What follows belongs to an exercise in optimizing a design on an open flow for small area, a short achievable clock period and few clock cycles per item; a production flow would make more cautious choices. Where RTL was checked, it was by simulation tests only, not by an equivalence proof against the original. No functional check of the RTL was part of runs 1 to 4 and 6. Power and IR drop assume default switching activity.

[flow/run.sh]
#!/bin/bash
# synth_recipe.tcl (not shown) runs the flow's synth.tcl, then flattens the netlist and writes it again
# the make line also repeats each setting of config.mk as NAME=value (left out here)
make -C /OpenROAD-flow-scripts/flow DESIGN_CONFIG=/design/flow/config.mk WORK_HOME=/design/flow/orfs CLKGATE_MAP_FILE= SYNTH_SCRIPT=/design/flow/synth_recipe.tcl finish
[flow/config.mk]
export PLATFORM = sky130hd
export DESIGN_NAME = rtp_h264_depkt32
export DESIGN_NICKNAME = rtp_h264_depkt32
export VERILOG_FILES = /design/flow/design.v
export SDC_FILE = /design/flow/constraint.sdc
export NUM_CORES = 4
export LEC_CHECK = 0
export CAP_MARGIN = 20
export CORE_MARGIN = 2
export CORE_UTILIZATION = 40
export SETUP_SLACK_MARGIN = 2
export SLEW_MARGIN = 20
[flow/constraint.sdc]
create_clock -name core_clock -period 7.0 [get_ports {clk}]
set_input_delay 1.4000 -clock core_clock [delete_from_list [all_inputs] [get_ports {clk}]]
set_output_delay 1.4000 -clock core_clock [all_outputs]
set_load 0.01 [all_outputs]
[flow/design.v]
module depkt_core (
    input  wire        clk,
    input  wire        rst,
    input  wire        cfg_strict_f,
    input  wire        cfg_zero_byte,
    input  wire        in_valid,
    output wire        in_ready,
    input  wire [31:0] in_data,
    input  wire [2:0]  in_cnt,
    input  wire        in_last,
    output wire        out_valid,
    input  wire        out_ready,
    output reg  [31:0] out_data,
    output reg  [2:0]  out_cnt,
    output wire        res_valid,
    output wire [2:0]  res_cause,
    output wire [4:0]  res_flags
);
    localparam [2:0] C_OK         = 3'd0;
    localparam [2:0] C_SHORT      = 3'd1;
    localparam [2:0] C_FBIT       = 3'd2;
    localparam [2:0] C_TRUNC_DON  = 3'd3;
    localparam [2:0] C_TRUNC_SIZE = 3'd4;
    localparam [2:0] C_TRUNC_EXTRA= 3'd5;
    localparam [2:0] C_ZERO_SIZE  = 3'd6;
    localparam [2:0] C_TRUNC_UNIT = 3'd7;
    localparam [2:0] S_IDLE  = 3'd0;    
    localparam [2:0] S_COPY  = 3'd1;    
    localparam [2:0] S_DRAIN = 3'd2;    
    localparam [2:0] S_SZ    = 3'd3;    
    localparam [2:0] S_HDR   = 3'd4;    
    localparam [2:0] S_UNIT  = 3'd5;    
    localparam [2:0] S_RES   = 3'd6;    
    reg  [2:0]  st;
    reg  [1:0]  p;           
    reg  [3:0]  e;           
    reg  [1:0]  ph;          
    reg  [1:0]  at;          
    reg  [15:0] remain;      
    reg  [2:0]  err;         
    reg  [4:0]  flags;
    reg         ufbit;       
    function [4:0] classify(input [4:0] t);
        case (t)
            5'd1: classify = 5'b01000;    
            5'd5: classify = 5'b10000;    
            5'd6: classify = 5'b00100;    
            5'd7: classify = 5'b00001;    
            5'd8: classify = 5'b00010;    
            default: classify = 5'b00000;
        endcase
    endfunction
    function [3:0] runl(input [1:0] a);
        runl = (a == 2'd2) ? 4'd5 : (a == 2'd3) ? 4'd6 : 4'd2;
    endfunction
    wire [7:0] b0 = in_data[7:0];
    wire [7:0] b1 = in_data[15:8];
    wire [4:0] t0 = b0[4:0];
    wire is_single = (t0 != 5'd0) && (t0[4:3] != 2'b11);
    wire is_ag     = (t0[4:2] == 3'b110);
    wire is_fu     = (t0[4:1] == 4'b1110);
    wire is_fub    = t0[0];
    wire fu_start  = b1[7];
    wire [2:0] idle_err = (in_last && !in_cnt[2] && !(in_cnt[1] && in_cnt[0])) ? C_SHORT :
                          (cfg_strict_f && b0[7])                            ? C_FBIT :
                          (is_fu && is_fub && in_last && in_cnt == 3'd3)     ? C_TRUNC_DON : C_OK;
    wire [1:0]  sh = (st == S_IDLE) ? 2'd2 : p;
    reg  [31:0] shifted;
    always @(*) begin
        case (sh)
            2'd0: shifted = in_data;
            2'd1: shifted = {8'hxx, in_data[31:8]};
            2'd2: shifted = {16'hxxxx, in_data[31:16]};
            default: shifted = {24'hxxxxxx, in_data[31:24]};
        endcase
    end
    wire [7:0] hsel = (st == S_IDLE) ? b0 : shifted[7:0];    
    wire       zb4  = cfg_zero_byte && ((hsel[4:0] == 5'd6) || (hsel[4:0] == 5'd7) ||
                                        (hsel[4:0] == 5'd8));
    wire [3:0] cnt4    = {1'b0, in_cnt};
    wire       seg_end = (e <= cnt4);
    wire       seg_all = (e >= cnt4);
    wire [2:0] seg_n   = (e[3:2] == 2'b00 || e == 4'd4) ? e[2:0] - {1'b0, p} :
                                                          in_cnt - {1'b0, p};
    wire [15:0] size_next = {(ph == 2'd0) ? shifted[7:0] : remain[15:8],
                             (ph == 2'd0) ? ((p != 2'd3) ? shifted[15:8] : remain[7:0]) :
                             (ph == 2'd1) ? shifted[7:0] : remain[7:0]};
    wire        rem_zero  = (remain == 16'd0);
    wire [15:0] remain_dec = remain - {14'd0, ~p} - 16'd1;
    reg        emit;         
    reg        prefix;       
    reg        fuhdr;        
    reg        bdone;        
    reg  [2:0] ncopy;        
    always @(*) begin
        emit   = 1'b0;
        prefix = 1'b0;
        fuhdr  = 1'b0;
        bdone  = 1'b0;
        ncopy  = in_cnt - {1'b0, p};
        case (st)
            S_IDLE: begin
                ncopy = in_cnt - 3'd2;
                if (is_single) begin
                    emit   = 1'b1;
                    prefix = 1'b1;
                end else if (is_fu) begin
                    if (fu_start) begin
                        emit  = 1'b1;
                        fuhdr = 1'b1;
                        bdone = is_fub;
                    end else begin
                        emit  = !is_fub && (in_cnt[2] || (in_cnt[1] && in_cnt[0]));
                        bdone = 1'b1;
                    end
                end else if (is_ag) begin
                    bdone = in_last && (t0[1:0] != 2'd0) && (in_cnt == 3'd3);
                end else begin
                    bdone = 1'b1;
                end
            end
            S_COPY: begin
                emit  = 1'b1;
                bdone = 1'b1;
            end
            S_DRAIN: bdone = 1'b1;
            S_SZ:    bdone = seg_all;
            S_HDR: begin
                emit   = !rem_zero;
                prefix = 1'b1;
            end
            S_UNIT: begin
                emit   = 1'b1;
                ncopy  = seg_n;
                bdone  = seg_all;
            end
            default: ;
        endcase
    end
    wire active = in_valid && (st != S_RES);
    wire fire   = active && (!emit || out_ready);
    wire ending = fire && bdone && in_last;
    assign out_valid = active && emit;
    assign in_ready  = fire && bdone;
    assign res_valid = (st == S_RES) || (st == S_COPY && in_valid && in_last && out_ready);
    assign res_cause = (st != S_RES) ? C_OK :
                       (err == C_TRUNC_UNIT && rem_zero) ? C_ZERO_SIZE : err;
    assign res_flags = (st == S_RES && err != C_OK) ? 5'd0 : flags;
    always @(*) begin
        if (fuhdr) begin
            out_data = {b0[7:5], b1[4:0], 24'h010000};
            out_cnt  = 3'd4;
        end else if (prefix) begin
            out_data = {8'h01, zb4 ? 8'h00 : 8'h01, 16'h0000};
            out_cnt  = zb4 ? 3'd4 : 3'd3;
        end else begin
            out_data = shifted;
            out_cnt  = ncopy;
        end
    end
    reg [2:0] end_cause;
    always @(*) begin
        case (st)
            S_IDLE: end_cause = idle_err;
            S_SZ:   end_cause = seg_end ? C_TRUNC_UNIT :
                                (ph == 2'd0 && in_cnt - {1'b0, p} == 3'd1) ? C_TRUNC_SIZE :
                                C_TRUNC_EXTRA;
            S_UNIT: end_cause = !seg_end ? C_TRUNC_UNIT : ufbit ? C_FBIT : C_OK;
            default: end_cause = err;
        endcase
    end
    wire [4:0] cls = classify((st == S_IDLE && is_fu) ? b1[4:0] : hsel[4:0]);
    wire       do_cls = (st == S_IDLE) ? (is_single || (is_fu && fu_start)) : (st == S_HDR);
    always @(posedge clk) begin
        if (rst) begin
            st <= S_IDLE;
            p  <= 2'd0;
        end else if (st == S_RES) begin
            st <= S_IDLE;
        end else if (fire) begin
            if (do_cls || st == S_IDLE)
                flags <= ((st == S_IDLE) ? 5'd0 : flags) | (do_cls ? cls : 5'd0);
            case (st)
                S_IDLE: begin
                    err <= idle_err;
                    ph  <= 2'd0;
                    at  <= t0[1:0];
                    if (is_single)
                        st <= S_COPY;
                    else if (is_fu) begin
                        st <= S_COPY;
                        if (fu_start && !is_fub)
                            p <= 2'd2;
                    end else if (is_ag) begin
                        st <= S_SZ;
                        if (t0[1:0] == 2'd0) begin
                            p <= 2'd1;
                            e <= 4'd3;
                        end else begin
                            p <= 2'd3;
                            e <= 4'd3 + runl(t0[1:0]);
                        end
                    end else
                        st <= S_DRAIN;
                    if (idle_err != C_OK)
                        st <= S_DRAIN;
                end
                S_SZ: begin
                    remain <= size_next;
                    if (seg_end) begin
                        st <= S_HDR;
                        p  <= e[1:0];
                    end else begin
                        e  <= e - 4'd4;
                        ph <= (ph == 2'd0 && p == 2'd3) ? 2'd1 : 2'd2;
                    end
                end
                S_HDR: begin
                    ufbit <= cfg_strict_f && hsel[7];
                    e     <= (remain[15:3] != 13'd0) ? 4'hf : {2'b00, p} + {1'b0, remain[2:0]};
                    if (rem_zero) begin
                        err <= C_ZERO_SIZE;
                        st  <= S_DRAIN;
                    end else
                        st <= S_UNIT;
                end
                S_UNIT: begin
                    if (seg_end) begin
                        ph <= 2'd0;
                        p  <= e[1:0];
                        e  <= (seg_all ? 4'd0 : {2'b00, e[1:0]}) + runl(at);
                        if (ufbit) begin
                            err <= C_FBIT;
                            st  <= S_DRAIN;
                        end else
                            st <= S_SZ;
                    end else begin
                        if (!in_last)
                            remain <= remain_dec;
                        e <= (remain_dec[15:3] != 13'd0) ? 4'hf : {1'b0, remain_dec[2:0]};
                    end
                end
                default: ;
            endcase
            if (bdone)
                p <= 2'd0;
            if (ending && st != S_COPY) begin
                st  <= S_RES;
                err <= end_cause;
            end else if (ending)
                st <= S_IDLE;
        end
    end
endmodule
module rtp_h264_depkt32 (
    input  wire        clk,
    input  wire        rst,
    input  wire        cfg_strict_f,
    input  wire        cfg_zero_byte,
    input  wire        in_valid,
    output wire        in_ready,
    input  wire [31:0] in_data,
    input  wire [2:0]  in_cnt,
    input  wire        in_last,
    output wire        out_valid,
    input  wire        out_ready,
    output wire [31:0] out_data,
    output wire [2:0]  out_cnt,
    output wire        res_valid,
    output wire [2:0]  res_cause,
    output wire [4:0]  res_flags
);
    depkt_core core (
        .clk(clk), .rst(rst),
        .cfg_strict_f(cfg_strict_f), .cfg_zero_byte(cfg_zero_byte),
        .in_valid(in_valid), .in_ready(in_ready), .in_data(in_data), .in_cnt(in_cnt),
        .in_last(in_last),
        .out_valid(out_valid), .out_ready(out_ready), .out_data(out_data), .out_cnt(out_cnt),
        .res_valid(res_valid), .res_cause(res_cause), .res_flags(res_flags)
    );
endmodule
==> run_results.csv, run 1 <==
group,metric,value,unit
power,share_comb_of_total_power,0.694,
logic_synthesis,ys_warn_count,1,
clocking,path_clk_slew,0.08,ns
logic_synthesis,synth_top_family_by_area,"compound AO/OA/AOI/OAI gates",
clocking,clock-sinks,38,
logic_synthesis,synth_xor_area_frac,0.03122,
worst_hold_path,hp-class,"flip-flop to flip-flop",
power,max-vdd-ir-drop,0.0001783,V
logic_synthesis,synth_area,4489,sq um
floorplanning,core-area,10890,sq um
logic_synthesis,synth-edff-count,33,
finish,fin_util,0.5232,
route,wire_per_inst,20.08,um
logic_synthesis,yosys.area_share.simple,0.2781,
global_route,grt_use_total,0.2742,
sta,fin_skew,0.01511,ns
critical_path,ff2ff_setup_slack,3.49,ns
power,power.leakage,2.208,nW
sta,relSlewSlack,0.4464,
clocking,htreeDepth,2,
sta,tns,0,ns
route,drt.antenna.violating_nets,0,
clocking,root_buffer,"clkbuf_8",
global_route,antenna_found_initial,0,
critical_path,worstPathArrival,3.61,ns
critical_path,critPathMaxFanout,12,
floorplanning,die_y,109.9,um
sta,rsz0062_at_grt,"true",
logic_synthesis,async_flop_share,0,
global_route,grt_max_degree,43,
floorplanning,initial_utilization,0.4123,
sta,report.final.slew_viol_count,0,
placement,placed_cell_area,5448,sq um
clocking,hold_buffers,0,
floorplanning,die_area,12090,sq um
sta,fin_crit,5.012,ns
global_route,grt_pass1_wl,25500,um
power,p_int,0.9700,mW
logic_synthesis,synth.area.mux_share,0.04292,
placement,numPortBuffers,87,
power,power_density,318.3,nW/um^2
logic_synthesis,synth-compound-area-share,0.2979,
placement,place_inst,793,
placement,place_congestion,0.9102,
logic_synthesis,synth_seq_cells,38,
logic_synthesis,syn-num-nets,649,
global_route,grt_overflow,0,
logic_synthesis,syn_inst,592,
critical_path,cp-start-kind,"input pin",
floorplanning,num_rows,38,
finish,syn_to_final_growth,26.90,%
route,wl,16160,um
finish,antennaDiodeCount,0,
power,seqPwrFrac,0.173,
clocking,cts_tree,"built",
finish,fin_cells,805,
outcome,status,"no timing/DRC/antenna violations",
global_route,first_global_vias,4748,
logic_synthesis,synth-adder-area-share,0.04849,
power,power_frac_clock,0.133,
logic_synthesis,synthDistinctLibCells,81,
sta,min_period_over_period,0.7161,
critical_path,critPathKind,"input pin to primary output",
sta,hold_viol_final,0,
floorplanning,num_io_pins,88,
placement,place_hpwl,12040,um
sta,setup_violations,0,
power,switching_share,0.4651,
critical_path,endpoint_kind,"primary output",
finish,fin_area,5697,sq um
route,drc_errors,0,
clocking,clkLatencyLatePin,0.31,ns
sta,tightest_slew,0.8304,ns
route,vias,4985,
finish,fin_nets,721,
logic_synthesis,ys.flop_type,"edfxtp_1",
route,drt_pass1_iterations,5,
logic_synthesis,yosysSeqAreaShare,0.2430,
logic_synthesis,avgSynthCellArea,7.583,sq um
run,cap_violations,0,
clocking,clock_path_buffers,2,
clocking,cts_buffers,5,
floorplanning,die_w,109.9,um
finish,drive_above_1_share,0.08872,
critical_path,cp.required,5.60,ns
route,drt_iter0_drc,457,
sta,fmax,199.5,MHz
route,viasPerCell,6.193,
power,switching_power,0.8434,mW
## sequential cells by signal (all words and copies together) (netlist names)
name         count
core.at          2
core.e           4
core.err         3
core.flags       5
core.p           2
core.ph          2
core.remain     16
core.st          3
core.ufbit       1
## metrics by stage
step                power, mW  worst slack, ns  hold WS (ns)
floorplan               1.076            2.557        0.5290
global placement        1.540            1.167        0.5514
detailed placement      1.539            1.012        0.5675
CTS                     1.796            1.890        0.5911
global route            1.932            1.910        0.6108
finish                  1.813            1.988        0.5886
## layer usage
layer  up-vias  GRT usage  routed length (um)
met5         -          0                   0
met4         0    0.07685                 391
met3        32    0.04683                1460
met2       265     0.4321                7374
met1      2341     0.3847                6937
li1       2347          -                   -
## synth_stat cells (9+ instances only)
| cell | number | area (sq um) |
|---|---|---|
| edfxtp_1 | 33 | 991.0 |
| nor2_1 | 87 | 326.6 |
| clkbuf_1 | 22 | 82.58 |
| o21ai_0 | 37 | 185.2 |
| xor2_1 | 9 | 78.83 |
| ha_1 | 11 | 137.6 |
| a31oi_1 | 11 | 68.82 |
| nand2_1 | 70 | 262.8 |
| nor3_1 | 15 | 75.07 |
| nor2b_1 | 14 | 87.58 |
| inv_1 | 24 | 90.09 |
| a22o_1 | 9 | 78.83 |
| a21oi_1 | 42 | 210.2 |
| mux2i_1 | 17 | 170.2 |
| a22oi_1 | 10 | 75.07 |
| nand3_1 | 10 | 50.05 |
## cell type report
| type | count | area, sq um |
|---|---|---|
| timing repair buffer | 101 | 979.7 |
| clock inverter | 3 | 68.82 |
| sequential | 38 | 1091 |
| tap | 140 | 175.2 |
| multi-input combinational | 493 | 3219 |
| fill | 1059 | 5191 |
| clock buffer | 5 | 68.82 |
| inverter | 25 | 93.84 |
## final timing paths
| check | start | cells past startpoint | end |
|---|---|---|---|
| worst max-delay path | in_data[2] | 7 | in_ready |
| worst min-delay path | core.flags[4]$_DFFE_PP_ | 1 | core.flags[4]$_DFFE_PP_ |
| worst max register to register | core.p[0]$_SDFFE_PP0P_ | 10 | core.e[2]$_DFFE_PP_ |
| worst min register to register | core.flags[4]$_DFFE_PP_ | 1 | core.flags[4]$_DFFE_PP_ |
## power groups by stage
stage	Clock, mW	Combinational (mW)	Sequential (mW)
finish	0.241	1.26	0.313
detailed placement	0	1.22	0.318
floorplan	0	0.755	0.321
global route	0.248	1.37	0.316
CTS	0.242	1.24	0.313
global placement	0	1.22	0.317
## cells by family (layout without fill, tap and decap cells)
family	Yosys count	in the layout
mux	19	19
xor+xnor	16	16
compound gates	190	190
simple gates	253	253
flops	38	38
buf+inv	61	134
fa+ha+maj	15	15
## critical path, stage by stage
cell and delay [ns]:
dlygate4sd2_1 0.45, and4b_2 0.40, nand3_2 0.15, a2111oi_4 0.49, nor3_4 0.07, and2_1 0.17
clkdlybuf4s50_1 0.48
## what timing repair did
item | CTS | global route
endpoints found under the setup margin | 30 | 15
resized for setup | 38 | 17
pin swaps | 1 | 1
buffers inserted | 1 | 3
## layout by cell type, fill, tap and decap left out, types with 5 or more instances in the layout
master / n
a21oi_1: 41
a221o_1: 5
a221oi_1: 5
a22o_1: 9
a22oi_1: 10
a31oi_1: 11
and3_1: 6
buf_4: 14
clkbuf_8: 5
clkdlybuf4s50_1: 64
dfxtp_1: 5
dlygate4sd2_1: 8
dlymetal6s2s_1: 10
edfxtp_1: 33
ha_1: 11
inv_1: 24
mux2i_1: 17
nand2_1: 70
nand2b_1: 7
nand3_1: 10
nand3b_1: 7
nor2_1: 84
nor2b_1: 14
nor3_1: 14
o211ai_1: 6
o21ai_0: 37
o21ai_1: 5
o221ai_1: 7
xnor2_1: 7
xor2_1: 9
==> inputs of run 2 (changes only) <==
==> flow/flow/run.sh (new file) <==
#!/bin/bash
set -euo pipefail
export BUFFER_PORTS_ARGS="-buffer_cell sky130_fd_sc_hd__buf_4"
bash standard.sh > standard.log 2>&1
==> flow/standard.sh (new file) <==
#!/bin/bash
# synth_recipe.tcl (not shown) runs the flow's synth.tcl, then flattens the netlist and writes it again
# the make line also repeats each setting of config.mk as NAME=value (left out here)
make -C /OpenROAD-flow-scripts/flow DESIGN_CONFIG=/design/flow/config.mk WORK_HOME=/design/flow/orfs CLKGATE_MAP_FILE= SYNTH_SCRIPT=/design/flow/synth_recipe.tcl "${@:-finish}"
removed: flow/run.sh
==> run_results.csv, run 2 <==
group,metric,value,unit
finish,reg_top3,"core.remain x16, core.flags x5, core.e x4",
global_route,grt_overflow,0,
clocking,clock_path_buffers,2,
sta,tns,0,ns
sta,report.final.slew_viol_count,0,
route,drt_pass1_iterations,5,
logic_synthesis,yosys.area.top_type_share,0.2207,
logic_synthesis,yosys.cell_count.top_type,"nor2_1",
sta,hold_viol_final,0,
global_route,grt_use_total,0.2602,
route,vias,4942,
finish,fin_cells,800,
logic_synthesis,avgSynthCellArea,7.583,sq um
critical_path,cp-start-kind,"input pin",
route,drt_iter0_drc,394,
logic_synthesis,yosysTopAreaCell,"edfxtp_1",
sta,tightest_slew,0.8241,ns
finish,drive_above_1_share,0.1939,
clocking,cts_setup_buffers,0,
route,drt.antenna.violating_nets,0,
global_route,antenna_found_initial,0,
floorplanning,num_rows,38,
finish,largest_register_ffs,16,
sta,fin_skew,0.01238,ns
route,wl,15570,um
finish,layout_commonest_cell,"buf_4",
global_route,first_global_vias,4532,
clocking,clkLatencyLatePin,0.31,ns
clocking,cts_tree,"built",
clocking,path_clk_slew,0.08,ns
clocking,htreeDepth,2,
placement,place_hpwl,11930,um
logic_synthesis,ys_warn_count,1,
run,cap_violations,0,
critical_path,crit_path_frequent_cell,"buf_4",
floorplanning,die_area,12090,sq um
finish,antennaDiodeCount,0,
logic_synthesis,synthDistinctLibCells,81,
logic_synthesis,yosysSeqAreaShare,0.2430,
floorplanning,die_w,109.9,um
sta,rsz0062_at_grt,"false",
logic_synthesis,synth_common_cells,"nor2_1, nand2_1, a21oi_1",
critical_path,worstPathArrival,3.45,ns
critical_path,critPathMaxFanout,16,
critical_path,critPathKind,"input pin to primary output",
placement,place_congestion,0.9588,
clocking,cts_buffers,5,
route,viasPerCell,6.178,
sta,setup_violations,0,
route,drc_errors,0,
critical_path,cp.required,5.60,ns
power,power_density,319.7,nW/um^2
placement,place_inst,792,
finish,fin_nets,716,
power,power.leakage,2.115,nW
floorplanning,die_y,109.9,um
logic_synthesis,synth_area_leaders,"edfxtp_1, nor2_1, nand2_1",
floorplanning,core-area,10890,sq um
logic_synthesis,syn_inst,592,
placement,numPortBuffers,87,
sta,relSlewSlack,0.4464,
logic_synthesis,synth_seq_cells,38,
logic_synthesis,ys.flop_type,"edfxtp_1",
logic_synthesis,synth-edff-count,33,
clocking,clock-sinks,38,
critical_path,path_buf_inv,2,
critical_path,worst_path_max_delay_cell,"or4_4",
sta,fmax,206.2,MHz
worst_hold_path,hp-class,"flip-flop to flip-flop",
logic_synthesis,syn-num-nets,649,
finish,syn_to_final_growth,18.95,%
sta,fin_crit,4.850,ns
global_route,grt_pass1_wl,24310,um
sta,min_period_over_period,0.6928,
route,wire_per_inst,19.47,um
finish,fillers,1070,
logic_synthesis,async_flop_share,0,
critical_path,endpoint_kind,"primary output",
finish,mostFrequentLayoutCells,"buf_4, nor2_1, nand2_1, a21oi_1, o21ai_0",
critical_path,max_stage_delay,0.53,ns
floorplanning,initial_utilization,0.4123,
outcome,status,"no timing/DRC/antenna violations",
finish,largest-register,"core.remain",
floorplanning,num_io_pins,88,
critical_path,crit_chain,"buf_4 > or4_4 > o21a_1 > nor2_1 > a21oi_1 > o21bai_2 > nor2b_1 > buf_4",
critical_path,critical_path.top_delay_family,"simple AND/OR/NAND/NOR gates",
global_route,grt_max_degree,43,
logic_synthesis,synth_area,4489,sq um
power,max-vdd-ir-drop,0.0001640,V
clocking,root_buffer,"clkbuf_8",
## run 2: cell counts after synthesis
Identical to the previous run, type by type.
## run 2: through the flow
stage	cell area (sq um)	util	setup WS, ns	hold slack (ns)	total power, mW
floorplan	4489	-	2.557	0.5290	1.076
detailed placement	5223	0.4797	2.107	0.5574	1.487
global route	5340	0.4905	2.036	0.6009	1.815
global placement	5223	0.4797	2.199	0.5560	1.482
finish	5340	0.4905	2.150	0.5800	1.707
CTS	5336	0.4901	2.106	0.5815	1.685
## run 2: logic make-up after synthesis
kind of cell             count (synthesis)  share of synthesized area
buffers and inverters                   61                    0.05825
AO/OA/AOI/OAI                          190                     0.2979
multiplexers                            19                    0.04292
XOR/XNOR                                16                    0.03122
flip-flops                              38                     0.2430
AND/OR/NAND/NOR                        253                     0.2781
adder cells (fa/ha/maj)                 15                    0.04850
## run 2: area by class of cell
type	instances	area, sq um	area share
Inverter	25	93.84	0.01757
Clock buffer	5	68.82	0.01289
Clock inverter	3	45.04	0.008435
Multi-Input combinational cell	493	3146	0.5890
Timing Repair Buffer	96	720.7	0.1350
Tap cell	140	175.2	0.03280
Sequential cell	38	1091	0.2043
## run 2: what timing repair did
action / in CTS / in global routing
resized for setup: 0 / 1
hold buffers: 0 / 0
endpoints found under the setup margin: 0 / 7
## run 2: report_power, final
group          switching [mW]  total (mW)  internal (mW)
combinational           0.722        1.19          0.471
sequential             0.0126       0.314          0.302
clock                  0.0933       0.199          0.106
total                   0.828        1.71          0.879
## run 2: path summary, 6_finish.rpt
path                                start                      end  slack, ns  cells after the start
setup / recovery               in_data[1]              out_data[9]       2.15                      8
hold / removal    core.flags[3]$_DFFE_PP_  core.flags[3]$_DFFE_PP_       0.58                      1
setup reg to reg   core.p[0]$_SDFFE_PP0P_      core.e[2]$_DFFE_PP_       3.68                      9
hold reg to reg   core.flags[3]$_DFFE_PP_  core.flags[3]$_DFFE_PP_       0.58                      1
## run 2: metal layers
metal | track usage | up-vias | wire, um
met5 | 0 | - | 0
met4 | 0.09042 | 0 | 461
met3 | 0.04742 | 39 | 1222
met2 | 0.4014 | 244 | 6933
met1 | 0.3632 | 2318 | 6953
li1 | - | 2341 | -
==> inputs of run 3 (changes only) <==
--- a/flow/config.mk
+++ b/flow/config.mk
@@ -5,6 +5,7 @@
 export SDC_FILE = /design/flow/constraint.sdc
 export NUM_CORES = 4
 export LEC_CHECK = 0
+export ABC_CLOCK_PERIOD_IN_PS = 3000
 export CAP_MARGIN = 20
 export CORE_MARGIN = 2
 export CORE_UTILIZATION = 40
==> run_results.csv, run 3 <==
group,metric,value,unit
global_route,grt_overflow,0,
global_route,grt_max_degree,43,
sta,report.final.slew_viol_count,0,
route,drt_iter0_drc,394,
floorplanning,die_y,109.9,um
power,switching_share,0.4849,
critical_path,max_stage_delay,0.53,ns
sta,tns,0,ns
clocking,root_buffer,"clkbuf_8",
clocking,cts_buffers,5,
route,vias,4942,
global_route,grt_use_total,0.2602,
sta,fin_skew,0.01238,ns
clocking,clock_path_buffers,2,
finish,drive_above_1_share,0.1939,
logic_synthesis,yosys.cell_count.top_type,"nor2_1",
finish,syn_to_final_growth,18.95,%
sta,min_period_over_period,0.6928,
critical_path,rr_worst_depth,9,
critical_path,critPathMaxFanout,16,
finish,antennaDiodeCount,0,
power,p_int,0.8793,mW
sta,hold_viol_final,0,
sta,relSlewSlack,0.4464,
finish,fillers,1070,
finish,reg_top3,"core.remain x16, core.flags x5, core.e x4",
critical_path,endpoint_kind,"primary output",
power,max-vdd-ir-drop,0.0001640,V
critical_path,path_buf_inv,2,
finish,multi_input_area,3146,sq um
sta,setup_violations,0,
logic_synthesis,syn_inst,592,
logic_synthesis,synth_common_cells,"nor2_1, nand2_1, a21oi_1",
logic_synthesis,synth_seq_cells,38,
clocking,clock-sinks,38,
critical_path,cp.depth,8,
critical_path,worst_path_max_delay_cell,"or4_4",
placement,numPortBuffers,87,
critical_path,crit_chain,"buf_4 > or4_4 > o21a_1 > nor2_1 > a21oi_1 > o21bai_2 > nor2b_1 > buf_4",
logic_synthesis,synth_area_leaders,"edfxtp_1, nor2_1, nand2_1",
logic_synthesis,yosys.area.top_type_share,0.2207,
floorplanning,core-area,10890,sq um
critical_path,ff2ff_setup_slack,3.68,ns
floorplanning,die_area,12090,sq um
critical_path,reg2reg_to,"core.e[2]$_DFFE_PP_",
finish,layout_commonest_cell,"buf_4",
critical_path,worstPathArrival,3.45,ns
sta,fin_ws,2.150,ns
route,viasPerCell,6.178,
logic_synthesis,async_flop_share,0,
sta,fin_crit,4.850,ns
route,drc_errors,0,
finish,largest-register,"core.remain",
sta,tightest_slew,0.8241,ns
floorplanning,num_io_pins,88,
critical_path,r2r-start,"core.p[0]$_SDFFE_PP0P_",
worst_hold_path,hp-class,"flip-flop to flip-flop",
placement,pre_cts_ws,2.107,ns
sta,rsz0062_at_grt,"false",
logic_synthesis,syn-num-nets,649,
logic_synthesis,synth_area,4489,sq um
logic_synthesis,yosysSeqAreaShare,0.2430,
logic_synthesis,yosysTopAreaCell,"edfxtp_1",
sta,fmax,206.2,MHz
power,seqPwrFrac,0.184,
placement,place_congestion,0.9588,
route,wl,15570,um
critical_path,critical_path.top_delay_family,"simple AND/OR/NAND/NOR gates",
power,power_density,319.7,nW/um^2
power,share_comb_of_total_power,0.699,
route,drt_pass1_iterations,5,
clocking,path_clk_slew,0.08,ns
critical_path,cp.required,5.60,ns
logic_synthesis,ys_warn_count,1,
clocking,clkLatencyLatePin,0.31,ns
finish,fin_nets,716,
global_route,first_global_vias,4532,
global_route,grt_pass1_wl,24310,um
power,switching_power,0.8278,mW
critical_path,critPathCapture,"out_data[9]",
logic_synthesis,ys.flop_type,"edfxtp_1",
route,drt.antenna.violating_nets,0,
finish,mostFrequentLayoutCells,"buf_4, nor2_1, nand2_1, a21oi_1, o21ai_0",
logic_synthesis,synthDistinctLibCells,81,
critical_path,crit_path_start,"in_data[1]",
floorplanning,num_rows,38,
clocking,htreeDepth,2,
run,cap_violations,0,
logic_synthesis,synth-edff-count,33,
placement,place_hpwl,11930,um
finish,largest_register_ffs,16,
power,power_frac_clock,0.117,
route,wire_per_inst,19.47,um
clocking,cts_tree,"built",
outcome,status,"no timing/DRC/antenna violations",
critical_path,crit_path_frequent_cell,"buf_4",
power,p_total,1.707,mW
critical_path,cp-start-kind,"input pin",
global_route,antenna_found_initial,0,
floorplanning,die_w,109.9,um
finish,regArea,1091,sq um
critical_path,critPathKind,"input pin to primary output",
power,power.leakage,2.115,nW
logic_synthesis,avgSynthCellArea,7.583,sq um
floorplanning,initial_utilization,0.4123,
-- run 3: cell counts after synthesis --
Identical to the previous run, type by type.
-- run 3: layout make-up --
class | count | share of cell area
Tap cell | 140 | 0.03280
Sequential cell | 38 | 0.2043
Inverter | 25 | 0.01757
Timing Repair Buffer | 96 | 0.1350
Clock inverter | 3 | 0.008435
Multi-Input combinational cell | 493 | 0.5890
Clock buffer | 5 | 0.01289
-- run 3: cell families (layout without fill, tap and decap cells) --
kind of cell             Yosys count  in the layout  synth area share
XOR/XNOR                          16             16           0.03122
multiplexers                      19             19           0.04292
flip-flops                        38             38            0.2430
AO/OA/AOI/OAI                    190            190            0.2979
AND/OR/NAND/NOR                  253            253            0.2781
adder cells (fa/ha/maj)           15             15           0.04850
buffers and inverters             61            129           0.05825
-- run 3: power by group through the flow --
| stage | Combinational [mW] | Clock [mW] | Sequential, mW |
|---|---|---|---|
| final | 1.19 | 0.199 | 0.314 |
| after detailed placement | 1.17 | 0 | 0.319 |
| after global routing | 1.29 | 0.208 | 0.317 |
| after CTS | 1.17 | 0.200 | 0.314 |
| after floorplan | 0.755 | 0 | 0.321 |
| after global placement | 1.16 | 0 | 0.318 |
-- run 3: worst min-delay path by stage --
| stage | cells past startpoint | to | start |
|---|---|---|---|
| 2_1_floorplan | 1 | core.flags[1]$_DFFE_PP_ | core.flags[1]$_DFFE_PP_ |
| 3_3_place_gp | 1 | core.flags[1]$_DFFE_PP_ | core.flags[1]$_DFFE_PP_ |
| 3_5_place_dp | 1 | core.flags[3]$_DFFE_PP_ | core.flags[3]$_DFFE_PP_ |
| 4_1_cts | 1 | core.flags[3]$_DFFE_PP_ | core.flags[3]$_DFFE_PP_ |
| 5_1_grt | 1 | core.flags[1]$_DFFE_PP_ | core.flags[1]$_DFFE_PP_ |
| 6_report | 1 | core.flags[3]$_DFFE_PP_ | core.flags[3]$_DFFE_PP_ |
-- run 3: layer usage --
| layer | GRT usage | vias up | part of all wire |
|---|---|---|---|
| met4 | 0.09042 | 0 | 0.030 |
| met2 | 0.4014 | 244 | 0.45 |
| met1 | 0.3632 | 2318 | 0.45 |
| met3 | 0.04742 | 39 | 0.078 |
| li1 | - | 2341 | - |
| met5 | 0 | - | 0 |
-- run 3: per-stage QoR --
stage                     instance area (sq um)    util  std cells  hold WS, ns
final                                      5340  0.4905        800       0.5800
after global routing                       5340  0.4905        800       0.6009
after CTS                                  5336  0.4901        800       0.5815
after detailed placement                   5223  0.4797        792       0.5574
after global placement                     5223  0.4797        792       0.5560
after floorplan                            4489       -        592       0.5290
-- run 3: what timing repair did --
action,in CTS,in global routing
gates resized for setup,0,1
endpoints found under the setup margin,0,7
setup buffers,0,0
hold buffers,0,0
==> inputs of run 4 (changes only) <==
--- a/flow/config.mk
+++ b/flow/config.mk
@@ -5,9 +5,9 @@
 export SDC_FILE = /design/flow/constraint.sdc
 export NUM_CORES = 4
 export LEC_CHECK = 0
-export ABC_CLOCK_PERIOD_IN_PS = 3000
+export ABC_CLOCK_PERIOD_IN_PS = 2000
 export CAP_MARGIN = 20
 export CORE_MARGIN = 2
 export CORE_UTILIZATION = 40
-export SETUP_SLACK_MARGIN = 2
+export SETUP_SLACK_MARGIN = 3
 export SLEW_MARGIN = 20
==> run_results.csv, run 4 <==
group,metric,value,unit
outcome,status,"no timing/DRC/antenna violations",
critical_path,cp.depth,9,
power,power_density,330.0,nW/um^2
logic_synthesis,yosys.cell_count.top_type,"nor2_1",
clocking,htreeDepth,2,
power,switching_share,0.4690,
logic_synthesis,yosys.area_share.simple,0.2781,
worst_hold_path,hold_depth,1,
finish,largest_register_ffs,16,
critical_path,cp-start-kind,"input pin",
logic_synthesis,avgSynthCellArea,7.583,sq um
logic_synthesis,synth_area,4489,sq um
placement,numPortBuffers,87,
power,power_frac_clock,0.119,
global_route,grt_use_total,0.2703,
critical_path,path_buf_inv,2,
clocking,clock_path_buffers,2,
critical_path,critPathMaxFanout,3,
global_route,grt_overflow,0,
logic_synthesis,synth-compound-area-share,0.2979,
finish,fin_area,5912,sq um
worst_hold_path,hold_start,"core.flags[3]$_DFFE_PP_",
route,wire_per_inst,19.78,um
finish,drive_above_1_share,0.2818,
sta,fin_skew,0.008911,ns
sta,hold_viol_final,0,
logic_synthesis,synth_top_family_by_area,"compound AO/OA/AOI/OAI gates",
logic_synthesis,synth_seq_cells,38,
placement,place_congestion,0.9750,
power,power.leakage,2.336,nW
logic_synthesis,synth_area_leaders,"edfxtp_1, nor2_1, nand2_1",
sta,fmax,214.1,MHz
critical_path,crit_path_start,"in_data[4]",
floorplanning,die_w,109.9,um
logic_synthesis,synth_common_cells,"nor2_1, nand2_1, a21oi_1",
floorplanning,core-area,10890,sq um
clocking,cts_tree,"built",
floorplanning,num_rows,38,
logic_synthesis,synth-edff-count,33,
sta,fin_crit,4.670,ns
clocking,root_buffer,"clkbuf_8",
logic_synthesis,yosysSeqAreaShare,0.2430,
logic_synthesis,ys_warn_count,1,
logic_synthesis,synth_xor_area_frac,0.03122,
logic_synthesis,syn-num-nets,649,
route,drt_pass1_iterations,5,
logic_synthesis,async_flop_share,0,
logic_synthesis,synth-adder-area-share,0.04849,
finish,reg_top3,"core.remain x16, core.flags x5, core.e x4",
critical_path,cp.required,5.60,ns
route,viasPerCell,6.131,
logic_synthesis,ys.flop_type,"edfxtp_1",
route,drt_iter0_drc,464,
finish,antennaDiodeCount,0,
global_route,grt_max_degree,43,
clocking,cts_buffers,5,
power,p_int,1.036,mW
logic_synthesis,synthDistinctLibCells,81,
floorplanning,die_area,12090,sq um
logic_synthesis,syn_inst,592,
sta,min_period_over_period,0.6672,
floorplanning,num_io_pins,88,
logic_synthesis,synth.area.mux_share,0.04292,
sta,tightest_slew,0.8246,ns
global_route,first_global_vias,4651,
finish,syn_to_final_growth,31.69,%
route,drt.antenna.violating_nets,0,
power,share_comb_of_total_power,0.721,
critical_path,critPathKind,"input pin to primary output",
critical_path,r2r-start,"core.p[0]$_SDFFE_PP0P_",
route,drc_errors,0,
finish,largest-register,"core.remain",
critical_path,rr_worst_depth,10,
sta,setup_violations,0,
global_route,antenna_found_initial,0,
power,switching_power,0.9151,mW
clocking,clock-sinks,38,
sta,tns,0,ns
floorplanning,die_y,109.9,um
sta,rsz0062_at_grt,"true",
floorplanning,initial_utilization,0.4123,
critical_path,max_stage_delay,0.53,ns
placement,place_hpwl,12050,um
global_route,grt_pass1_wl,25290,um
finish,mostFrequentLayoutCells,"buf_4, nand2_1, nor2_1, a21oi_1, o21ai_0",
clocking,path_clk_slew,0.08,ns
critical_path,worstPathArrival,3.27,ns
finish,layout_commonest_cell,"buf_4",
worst_hold_path,hp-class,"flip-flop to flip-flop",
power,seqPwrFrac,0.160,
power,max-vdd-ir-drop,0.0001768,V
logic_synthesis,yosysTopAreaCell,"edfxtp_1",
critical_path,crit_chain,"buf_8 > or4_4 > o21a_1 > o211a_1 > nand4b_1 > o22ai_2 > or2_4 > o21bai_4 > buf_6",
finish,fin_nets,741,
critical_path,endpoint_kind,"primary output",
placement,placed_cell_area,5280,sq um
sta,relSlewSlack,0.4482,
clocking,clkLatencyLatePin,0.31,ns
critical_path,worst_path_max_delay_cell,"or4_4",
critical_path,critical_path.top_delay_family,"simple AND/OR/NAND/NOR gates",
logic_synthesis,yosys.area.top_type_share,0.2207,
route,wl,16320,um
run,cap_violations,0,
sta,report.final.slew_viol_count,0,
route,vias,5058,
## run 4: area by class of cell
cell class / count / area, sq um
tap: 140 / 175.2
timing repair buffer: 121 / 1039
fill: 1050 / 4976
sequential: 38 / 1091
multi-input combinational: 493 / 3376
inverter: 25 / 93.84
clock buffer: 5 / 68.82
clock inverter: 3 / 68.82
## run 4: repair_timing
action | CTS | global route
gates cloned | 1 | 0
pin swaps | 16 | 17
buffers inserted | 13 | 10
hold buffers | 0 | 0
endpoints found under the setup margin | 30 | 47
resized for setup | 43 | 34
## run 4: cells by family after synthesis
logic type | after synthesis
and+or+nand+nor | 253
AOI/OAI and AO/OA | 190
muxes | 19
buffers and inverters | 61
DFF | 38
xor gates and xnor gates | 16
adders and majority gates | 15
## run 4: final timing paths
check	endpoint	slack [ns]
setup / recovery	out_cnt[2]	2.33
setup reg to reg	core.e[2]$_DFFE_PP_	3.38
hold reg to reg	core.flags[3]$_DFFE_PP_	0.57
hold / removal	core.flags[3]$_DFFE_PP_	0.57
## run 4: through the flow
step	setup slack [ns]	util	std cells	power (mW)	hold slack [ns]
2_1_floorplan	2.656	-	592	1.108	0.5290
3_3_place_gp	2.280	0.4849	793	1.518	0.5555
3_5_place_dp	2.199	0.4849	793	1.528	0.5516
4_1_cts	2.358	0.5240	815	1.867	0.5682
5_1_grt	2.289	0.5430	825	2.069	0.5881
6_report	2.330	0.5430	825	1.951	0.5651
## run 4: power groups by stage
stage | combinational, mW | clock [mW] | sequential, mW
floorplan | 0.786 | 0 | 0.321
global placement | 1.20 | 0 | 0.317
detailed placement | 1.21 | 0 | 0.318
CTS | 1.32 | 0.234 | 0.313
global route | 1.51 | 0.240 | 0.315
finish | 1.41 | 0.231 | 0.313
## run 4: per-layer routing
layer / GRT usage / routed length (um) / vias to the layer above
li1: - / - / 2390
met1: 0.3865 / 7052 / 2394
met2: 0.4216 / 7529 / 244
met3: 0.04209 / 1384 / 30
met4: 0.07233 / 355 / 0
met5: 0 / 0 / -
==> inputs of run 5 (changes only) <==
--- a/flow/design.v
+++ b/flow/design.v
@@ -64,7 +64,7 @@
     wire [2:0] idle_err = (in_last && !in_cnt[2] && !(in_cnt[1] && in_cnt[0])) ? C_SHORT :
                           (cfg_strict_f && b0[7])                            ? C_FBIT :
                           (is_fu && is_fub && in_last && in_cnt == 3'd3)     ? C_TRUNC_DON : C_OK;
-    wire [1:0]  sh = (st == S_IDLE) ? 2'd2 : p;
+    wire [1:0]  sh = p;
     reg  [31:0] shifted;
     always @(*) begin
         case (sh)
@@ -74,9 +74,14 @@
             default: shifted = {24'hxxxxxx, in_data[31:24]};
         endcase
     end
-    wire [7:0] hsel = (st == S_IDLE) ? b0 : shifted[7:0];    
-    wire       zb4  = cfg_zero_byte && ((hsel[4:0] == 5'd6) || (hsel[4:0] == 5'd7) ||
-                                        (hsel[4:0] == 5'd8));
+    wire [7:0] hsel = shifted[7:0];    
+    reg  [3:0] zbl;
+    integer i;
+    always @(*)
+        for (i = 0; i < 4; i = i + 1)
+            zbl[i] = (in_data[8*i +: 5] == 5'd6) || (in_data[8*i +: 5] == 5'd7) ||
+                     (in_data[8*i +: 5] == 5'd8);
+    wire       zb4  = cfg_zero_byte && zbl[p];
     wire [3:0] cnt4    = {1'b0, in_cnt};
     wire       seg_end = (e <= cnt4);
     wire       seg_all = (e >= cnt4);
@@ -86,7 +91,7 @@
                              (ph == 2'd0) ? ((p != 2'd3) ? shifted[15:8] : remain[7:0]) :
                              (ph == 2'd1) ? shifted[7:0] : remain[7:0]};
     wire        rem_zero  = (remain == 16'd0);
-    wire [15:0] remain_dec = remain - {14'd0, ~p} - 16'd1;
+    wire [15:0] remain_dec = remain + {14'h3fff, p};      
     reg        emit;         
     reg        prefix;       
     reg        fuhdr;        
@@ -100,24 +105,10 @@
         ncopy  = in_cnt - {1'b0, p};
         case (st)
             S_IDLE: begin
-                ncopy = in_cnt - 3'd2;
-                if (is_single) begin
-                    emit   = 1'b1;
-                    prefix = 1'b1;
-                end else if (is_fu) begin
-                    if (fu_start) begin
-                        emit  = 1'b1;
-                        fuhdr = 1'b1;
-                        bdone = is_fub;
-                    end else begin
-                        emit  = !is_fub && (in_cnt[2] || (in_cnt[1] && in_cnt[0]));
-                        bdone = 1'b1;
-                    end
-                end else if (is_ag) begin
-                    bdone = in_last && (t0[1:0] != 2'd0) && (in_cnt == 3'd3);
-                end else begin
-                    bdone = 1'b1;
-                end
+                emit   = is_single || (is_fu && fu_start);
+                prefix = is_single;
+                fuhdr  = is_fu && fu_start;
+                bdone  = (is_fu && is_fub) || !(is_single || is_fu || is_ag);
             end
             S_COPY: begin
                 emit  = 1'b1;
@@ -140,29 +131,42 @@
     wire active = in_valid && (st != S_RES);
     wire fire   = active && (!emit || out_ready);
     wire ending = fire && bdone && in_last;
-    assign out_valid = active && emit;
-    assign in_ready  = fire && bdone;
+    wire reserved = (t0 == 5'd0) || (t0[4:1] == 4'b1111);
+    assign out_valid = in_valid && (((st == S_IDLE) && (is_single || (is_fu && fu_start))) ||
+                                    (st == S_COPY) || (st == S_UNIT) ||
+                                    ((st == S_HDR) && !rem_zero));
+    assign in_ready  = in_valid && (((st == S_IDLE) && ((is_fu && is_fub && (!fu_start || out_ready)) ||
+                                                        reserved)) ||
+                                    ((st == S_COPY) && out_ready) || (st == S_DRAIN) ||
+                                    ((st == S_SZ) && seg_all) ||
+                                    ((st == S_UNIT) && seg_all && out_ready));
     assign res_valid = (st == S_RES) || (st == S_COPY && in_valid && in_last && out_ready);
     assign res_cause = (st != S_RES) ? C_OK :
                        (err == C_TRUNC_UNIT && rem_zero) ? C_ZERO_SIZE : err;
     assign res_flags = (st == S_RES && err != C_OK) ? 5'd0 : flags;
-    always @(*) begin
-        if (fuhdr) begin
-            out_data = {b0[7:5], b1[4:0], 24'h010000};
-            out_cnt  = 3'd4;
-        end else if (prefix) begin
-            out_data = {8'h01, zb4 ? 8'h00 : 8'h01, 16'h0000};
-            out_cnt  = zb4 ? 3'd4 : 3'd3;
-        end else begin
-            out_data = shifted;
-            out_cnt  = ncopy;
-        end
+    wire [7:0] fu_h = {b0[7:5], b1[4:0]};
+    always @(*) begin
+        case (st)
+            S_IDLE: begin
+                out_data = {(t0[4] && t0[3]) ? fu_h : 8'h01, zb4 ? 8'h00 : 8'h01, 16'h0000};
+                out_cnt  = ((t0[4] && t0[3]) || zb4) ? 3'd4 : 3'd3;
+            end
+            S_HDR: begin
+                out_data = {8'h01, zb4 ? 8'h00 : 8'h01, 16'h0000};
+                out_cnt  = zb4 ? 3'd4 : 3'd3;
+            end
+            default: begin
+                out_data = shifted;
+                out_cnt  = ncopy;
+            end
+        endcase
     end
     reg [2:0] end_cause;
     always @(*) begin
         case (st)
             S_IDLE: end_cause = idle_err;
-            S_SZ:   end_cause = seg_end ? C_TRUNC_UNIT :
+            S_SZ:   end_cause = (in_cnt == {1'b0, p}) ? C_OK :      
+                                seg_end ? C_TRUNC_UNIT :
                                 (ph == 2'd0 && in_cnt - {1'b0, p} == 3'd1) ? C_TRUNC_SIZE :
                                 C_TRUNC_EXTRA;
             S_UNIT: end_cause = !seg_end ? C_TRUNC_UNIT : ufbit ? C_FBIT : C_OK;
@@ -189,7 +193,7 @@
                         st <= S_COPY;
                     else if (is_fu) begin
                         st <= S_COPY;
-                        if (fu_start && !is_fub)
+                        if (!is_fub)
                             p <= 2'd2;
                     end else if (is_ag) begin
                         st <= S_SZ;
--- a/flow/config.mk
+++ b/flow/config.mk
@@ -5,9 +5,9 @@
 export SDC_FILE = /design/flow/constraint.sdc
 export NUM_CORES = 4
 export LEC_CHECK = 0
-export ABC_CLOCK_PERIOD_IN_PS = 2000
+export ABC_AREA = 1
 export CAP_MARGIN = 20
 export CORE_MARGIN = 2
 export CORE_UTILIZATION = 40
-export SETUP_SLACK_MARGIN = 3
+export SETUP_SLACK_MARGIN = 2
 export SLEW_MARGIN = 20
==> run_results.csv, run 5 <==
group,metric,value,unit
logic_synthesis,syn-num-nets,738,
global_route,grt-busiest-layer,"met2",
clocking,root_buffer,"clkbuf_8",
route,drt_pass1_iterations,5,
finish,fin_nets,822,
logic_synthesis,yosysTopAreaCell,"edfxtp_1",
power,seqPwrFrac,0.202,
sta,fin_crit,4.196,ns
route,drt.antenna.violating_nets,0,
route,viasPerCell,5.442,
logic_synthesis,yosys.cell_count.top_type,"nand2_1",
floorplanning,die_y,107.6,um
logic_synthesis,synth_area_leaders,"edfxtp_1, nand2_1, inv_1",
placement,numPortBuffers,87,
sta,tns,0,ns
sta,tightest_slew,0.9245,ns
sta,fin_ws,2.804,ns
global_route,grt_max_degree,27,
logic_synthesis,synth_common_cells,"nand2_1, inv_1, nor2_1",
clocking,clock_path_buffers,2,
route,vias,4903,
logic_synthesis,async_flop_share,0,
finish,mostFrequentLayoutCells,"nand2_1, inv_1, nor2_1, buf_4",
critical_path,cp-start-kind,"input pin",
global_route,met2_usage,0.4191,
clocking,htreeDepth,2,
logic_synthesis,yosysSeqAreaShare,0.2541,
critical_path,worstPathArrival,2.80,ns
critical_path,critPathKind,"input pin to primary output",
global_route,first_global_vias,4633,
sta,relSlewSlack,0.3828,
sta,hold_viol_final,0,
finish,reg_top3,"core.remain x16, core.flags x5, core.e x4",
power,power.leakage,2.534,nW
sta,setup_violations,0,
logic_synthesis,synth-edff-count,33,
global_route,met3_usage,0.04661,
clocking,cts_tree,"built",
clocking,cts_buffers,5,
clocking,hold_buffers,0,
critical_path,critPathMaxFanout,4,
sta,rsz0062_at_grt,"false",
clocking,clock-sinks,38,
route,wl,15170,um
finish,layout_commonest_cell,"nand2_1",
logic_synthesis,synth_area,4294,sq um
finish,drive_above_1_share,0.1961,
logic_synthesis,avgSynthCellArea,6.315,sq um
worst_hold_path,hp-class,"flip-flop to flip-flop",
logic_synthesis,syn_inst,680,
clocking,cts_setup_buffers,0,
power,p_total,1.843,mW
route,drt_iter0_drc,298,
global_route,antenna_found_initial,0,
placement,place_congestion,0.9538,
power,switching_share,0.5385,
logic_synthesis,synthDistinctLibCells,50,
placement,place_hpwl,12330,um
critical_path,endpoint_kind,"primary output",
finish,largest_register_ffs,16,
global_route,grt_pass1_wl,23920,um
floorplanning,die_area,11580,sq um
outcome,status,"no timing/DRC/antenna violations",
sta,report.final.slew_viol_count,0,
global_route,grt_use_total,0.2666,
logic_synthesis,ys_warn_count,1,
logic_synthesis,yosys.area.top_type_share,0.2308,
sta,fin_skew,0.009297,ns
power,share_comb_of_total_power,0.714,
floorplanning,num_io_pins,88,
floorplanning,num_rows,37,
critical_path,crit_chain,"buf_4 > inv_1 > ha_1 > inv_1 > nor2_1 > nand3_1 > nand3_1 > nand2_1 > inv_1 > nor2_1 > nor2_1 > buf_4",
floorplanning,initial_utilization,0.4141,
power,p_int,0.8505,mW
placement,pre_cts_ws,2.803,ns
run,cap_violations,0,
power,power_density,357.1,nW/um^2
sta,min_period_over_period,0.5994,
finish,largest-register,"core.remain",
power,switching_power,0.9926,mW
clocking,clkLatencyLatePin,0.30,ns
floorplanning,die_w,107.6,um
clocking,cts_resized,0,
critical_path,worst_path_max_delay_cell,"ha_1",
global_route,grt_overflow,0,
clocking,path_clk_slew,0.08,ns
logic_synthesis,ys.flop_type,"edfxtp_1",
sta,fmax,238.3,MHz
power,max-vdd-ir-drop,0.0002055,V
global_route,grt_use_met1,0.3741,
finish,antennaDiodeCount,0,
critical_path,max_stage_delay,0.29,ns
floorplanning,core-area,10370,sq um
route,drc_errors,0,
finish,syn_to_final_growth,20.19,%
power,power_frac_clock,0.084,
route,wire_per_inst,16.83,um
critical_path,cp.required,5.60,ns
logic_synthesis,synth_seq_cells,38,
-- run 5: per-layer routing --
layer	routed length (um)	share of wire
met3	1097	0.072
met2	6817	0.45
met4	360	0.024
met1	6891	0.45
met5	0	0
-- run 5: power groups by stage --
stage                     registers (mW)  logic [mW]  clock network, mW
final                              0.373        1.32              0.155
after global routing               0.379        1.44              0.162
after CTS                          0.373        1.31              0.156
after detailed placement           0.378        1.30                  0
after global placement             0.377        1.29                  0
after floorplan                    0.354       0.842                  0
-- run 5: path summary, 6_finish.rpt --
| kind | from | end | slack (ns) | cells past startpoint |
|---|---|---|---|---|
| min | core.flags[4]$_DFFE_PP_ | core.flags[4]$_DFFE_PP_ | 0.56 | 2 |
| min reg2reg | core.flags[4]$_DFFE_PP_ | core.flags[4]$_DFFE_PP_ | 0.56 | 2 |
| max | in_cnt[2] | in_ready | 2.80 | 12 |
| max reg2reg | core.p[1]$_SDFFE_PP0P_ | core.e[1]$_DFFE_PP_ | 4.05 | 11 |
-- run 5: kinds of logic (layout without fill, tap and decap cells) --
kind of cell	after synthesis	in the layout	share of synthesized area
AOI/OAI and AO/OA	132	132	0.1888
adders and majority gates	16	16	0.05361
xor gates and xnor gates	6	6	0.01224
buffers and inverters	130	215	0.1183
and+or+nand+nor	358	358	0.3730
DFF	38	38	0.2541
-- run 5: cell type report --
cell class	instances	area (sq um)
sequential	38	1091
clock inverter	3	16.27
clock buffer	5	68.82
tap	136	170.2
fill	1098	5209
timing repair buffer	88	660.6
inverter	119	454.2
multi-input combinational	512	2700
-- run 5: worst max-delay path, delay by kind of cell --
kind                       cells  cell delay (ns)
adders and majority gates      1             0.29
buffers and inverters          5             0.41
and+or+nand+nor                6             0.69
-- run 5: through the flow --
stage | instance area [sq um] | utilization | hold WS, ns | std cells
floorplan | 4294 | - | 0.5206 | 680
global placement | 5071 | 0.4890 | 0.5429 | 893
detailed placement | 5071 | 0.4890 | 0.5410 | 893
CTS | 5156 | 0.4972 | 0.5726 | 901
global route | 5161 | 0.4977 | 0.6197 | 901
finish | 5161 | 0.4977 | 0.5649 | 901
Testbench counts of run 5, summed over its fixed seeds: cycles 48,534, in bytes 177,094.
==> inputs of run 6 (changes only) <==
--- a/flow/design.v
+++ b/flow/design.v
@@ -274,11 +274,32 @@
     output wire [2:0]  res_cause,
     output wire [4:0]  res_flags
 );
+    reg        bv;           
+    reg [31:0] bdata;
+    reg [2:0]  bcnt;
+    reg        blast;
+    reg        bstrict;      
+    reg        bzero;
+    wire       c_ready;
+    assign in_ready = !bv || c_ready;
+    always @(posedge clk) begin
+        if (rst)
+            bv <= 1'b0;
+        else if (in_ready)
+            bv <= in_valid;
+        if (in_ready) begin
+            bdata   <= in_data;
+            bcnt    <= in_cnt;
+            blast   <= in_last;
+            bstrict <= cfg_strict_f;
+            bzero   <= cfg_zero_byte;
+        end
+    end
     depkt_core core (
         .clk(clk), .rst(rst),
-        .cfg_strict_f(cfg_strict_f), .cfg_zero_byte(cfg_zero_byte),
-        .in_valid(in_valid), .in_ready(in_ready), .in_data(in_data), .in_cnt(in_cnt),
-        .in_last(in_last),
+        .cfg_strict_f(bstrict), .cfg_zero_byte(bzero),
+        .in_valid(bv), .in_ready(c_ready), .in_data(bdata), .in_cnt(bcnt),
+        .in_last(blast),
         .out_valid(out_valid), .out_ready(out_ready), .out_data(out_data), .out_cnt(out_cnt),
         .res_valid(res_valid), .res_cause(res_cause), .res_flags(res_flags)
     );
==> run_results.csv, run 6 <==
group,metric,value,unit
outcome,status,"no timing/DRC/antenna violations",
logic_synthesis,yosys.cell_count.top_type,"nand2_1",
floorplanning,num_rows,42,
global_route,met3_usage,0.05357,
power,switching_share,0.4705,
floorplanning,die_y,121.1,um
sta,hold_viol_final,0,
finish,antennaDiodeCount,0,
logic_synthesis,yosysTopAreaCell,"edfxtp_1",
sta,tightest_slew,0.8302,ns
global_route,grt_max_degree,41,
clocking,clock-sinks,77,
critical_path,critPathMaxFanout,40,
power,p_int,1.359,mW
floorplanning,initial_utilization,0.4128,
clocking,clkLatencyLatePin,0.35,ns
critical_path,r2r-start,"core.st[0]$_SDFFE_PN0P_",
placement,numPortBuffers,87,
logic_synthesis,ys.flop_type,"edfxtp_1",
logic_synthesis,synth_common_cells,"nand2_1, inv_1, nor2_1",
clocking,cts_setup_buffers,0,
sta,fmax,244.8,MHz
logic_synthesis,async_flop_share,0,
global_route,antenna_found_initial,0,
clocking,cts_resized,0,
route,drc_errors,0,
power,share_comb_of_total_power,0.535,
logic_synthesis,avgSynthCellArea,7.569,sq um
sta,rsz0062_at_grt,"false",
global_route,grt_pass1_wl,25990,um
clocking,htreeDepth,3,
sta,fin_skew,0.005122,ns
finish,largest-register,"bdata",
global_route,grt-busiest-layer,"met2",
finish,drive_above_1_share,0.1961,
critical_path,worstPathArrival,2.68,ns
route,vias,5367,
finish,largest_register_ffs,32,
clocking,hold_buffers,0,
sta,report.final.slew_viol_count,0,
power,switching_power,1.207,mW
sta,relSlewSlack,0.4455,
global_route,grt_use_total,0.2304,
clocking,root_buffer,"clkbuf_16",
logic_synthesis,ys_warn_count,2,
logic_synthesis,syn_inst,725,
placement,place_congestion,1.004,
placement,place_inst,976,
logic_synthesis,yosysSeqAreaShare,0.4104,
route,drt_pass1_iterations,5,
finish,reg_top3,"bdata x32, core.remain x16, core.flags x5",
logic_synthesis,synth-edff-count,71,
route,viasPerCell,5.410,
global_route,grt_use_met1,0.3106,
finish,syn_to_final_growth,20.47,%
power,max-vdd-ir-drop,0.0002195,V
critical_path,crit_path_start,"core.st[0]$_SDFFE_PN0P_",
sta,min_period_over_period,0.5835,
logic_synthesis,syn-num-nets,783,
floorplanning,num_io_pins,88,
critical_path,cp-start-kind,"flip-flop",
global_route,first_global_vias,5099,
global_route,grt_overflow,0,
finish,fin_nets,869,
run,cap_violations,0,
route,wire_per_inst,16.72,um
sta,fin_crit,4.085,ns
global_route,met2_usage,0.3725,
route,wl,16590,um
floorplanning,core-area,13300,sq um
route,drt_iter0_drc,443,
sta,setup_violations,0,
power,power.leakage,3.049,nW
placement,place_hpwl,12990,um
critical_path,endpoint_kind,"primary output",
logic_synthesis,synth_seq_cells,77,
clocking,path_clk_slew,0.07,ns
power,seqPwrFrac,0.283,
logic_synthesis,yosys.area.top_type_share,0.3885,
sta,tns,0,ns
floorplanning,die_w,121.1,um
clocking,cts_buffers,9,
critical_path,critPathKind,"flip-flop to primary output",
critical_path,cp.required,5.60,ns
floorplanning,die_area,14670,sq um
finish,fin_cells,992,
logic_synthesis,synth_area_leaders,"edfxtp_1, nand2_1, inv_1",
finish,layout_commonest_cell,"nand2_1",
route,drt.antenna.violating_nets,0,
logic_synthesis,synth_area,5488,sq um
worst_hold_path,hp-class,"flip-flop to flip-flop",
clocking,clock_path_buffers,2,
power,power_frac_clock,0.181,
power,power_density,388.2,nW/um^2
finish,mostFrequentLayoutCells,"nand2_1, inv_1, nor2_1, buf_4, edfxtp_1",
logic_synthesis,synthDistinctLibCells,51,
clocking,cts_tree,"built",
worst_hold_path,hold_start,"core.flags[4]$_DFFE_PP_",
==> run 6: changes by cell type after synthesis, moves of 5 or more <==
cell	change
edfxtp_1	+38
o21ai_1	-16
inv_1	+5
nand3_1	+5
nor2_1	+5
o21ai_0	+19
==> run 6: final timing paths <==
check,end,cells past startpoint,slack [ns]
worst min-delay path,core.flags[4]$_DFFE_PP_,2,0.56
worst min register to register,core.flags[4]$_DFFE_PP_,2,0.56
worst max register to register,core.remain[15]$_DFFE_PP_,8,3.86
worst max-delay path,in_ready,6,2.92
==> run 6: power groups by stage <==
stage | Sequential, mW | Combinational, mW | Clock, mW
2_1_floorplan | 0.705 | 0.881 | 0
3_3_place_gp | 0.733 | 1.34 | 0
3_5_place_dp | 0.736 | 1.36 | 0
4_1_cts | 0.726 | 1.37 | 0.473
5_1_grt | 0.738 | 1.51 | 0.488
6_report | 0.727 | 1.37 | 0.465
==> run 6: kinds of logic (layout without fill, tap and decap cells) <==
kind of cell	Yosys count	in the layout	share of synthesized area
buf+inv	129	220	0.09120
flops	77	77	0.4104
fa+ha+maj	16	16	0.04195
compound gates	130	130	0.1430
mux	1	1	0.001824
xor+xnor	6	6	0.009576
simple gates	366	366	0.3021
==> run 6: routing by layer <==
metal  up-vias  wire, um  share of wire
met5         -         0              0
met4         0       276          0.017
met3        21      1346          0.081
met2       251      7791           0.47
met1      2492      7171           0.43
li1       2603         -              -
==> run 6: cell type report <==
| type | instances | area, sq um |
|---|---|---|
| sequential | 77 | 2252 |
| tap | 176 | 220.2 |
| multi-input combinational | 519 | 2753 |
| fill | 1311 | 6684 |
| clock inverter | 7 | 65.06 |
| clock buffer | 9 | 225.2 |
| inverter | 116 | 435.4 |
| timing repair buffer | 88 | 660.6 |
==> run 6: stage by stage <==
step	instance area (sq um)	power, mW	setup slack (ns)	util	hold WS [ns]
after floorplan	5488	1.586	2.030	-	0.5200
after global placement	6321	2.074	3.016	0.4754	0.5480
after detailed placement	6321	2.095	2.976	0.4754	0.5475
after CTS	6611	2.566	2.899	0.4973	0.5647
after global routing	6611	2.736	2.787	0.4973	0.5726
final	6611	2.566	2.915	0.4973	0.5593
==> run 6: critical path, cell delays in order (launching register included) <==
cell       delay (ns)
dfxtp_1          0.65
nand3_2          0.33
inv_1            0.34
nor2_1           0.12
o2111ai_4        0.20
buf_4            0.46
buf_4            0.21

-- separate check: timing with driven ports --
How much do the figures lean on ideal ports? The routed layouts below were timed once more, with nothing changed but the port constraints. Step 1 sets driving cells, clkbuf_16 on the clock port and buf_2 on the other inputs (assumed; they add their load-dependent delay and slew). Step 2 times the ports against the registers' clock, not the clock port: input delays grow and output delays shrink by t, the midpoint of the rising clock arrivals with the driver on. Three values: ideal ports, drivers, drivers and shift; two values: the first two.
| run | t, ns | setup slack, ns | hold slack, ns | worst data-port slew with drivers (ns) | pins driven straight from the clock port |
|---|---|---|---|---|---|
| run 1 | 0.336 | 1.988 / 1.965 / 1.965 | 0.589 / 0.589 / 0.589 | 0.05 | 1 |
| run 2 | 0.340 | 2.150 / 2.128 / 2.128 | 0.580 / 0.580 / 0.580 | 0.04 | 1 |
| run 3 | 0.340 | 2.150 / 2.128 / 2.128 | 0.580 / 0.580 / 0.580 | 0.04 | 1 |
| run 4 | 0.337 | 2.330 / 2.283 / 2.283 | 0.565 / 0.565 / 0.565 | 0.07 | 1 |
| run 5 | 0.329 | 2.804 / 2.779 / 2.779 | 0.565 / 0.565 / 0.565 | 0.05 | 1 |
| run 6 | 0.387 | 2.915 / 2.876 / 2.981 | 0.559 / 0.559 / 0.559 | 0.04 | 1 |
After both steps setup and hold are still met in every run listed. For run 4, which loses most, drivers alone change the setup slack by -0.047 ns; drivers and shift together by -0.047 ns.
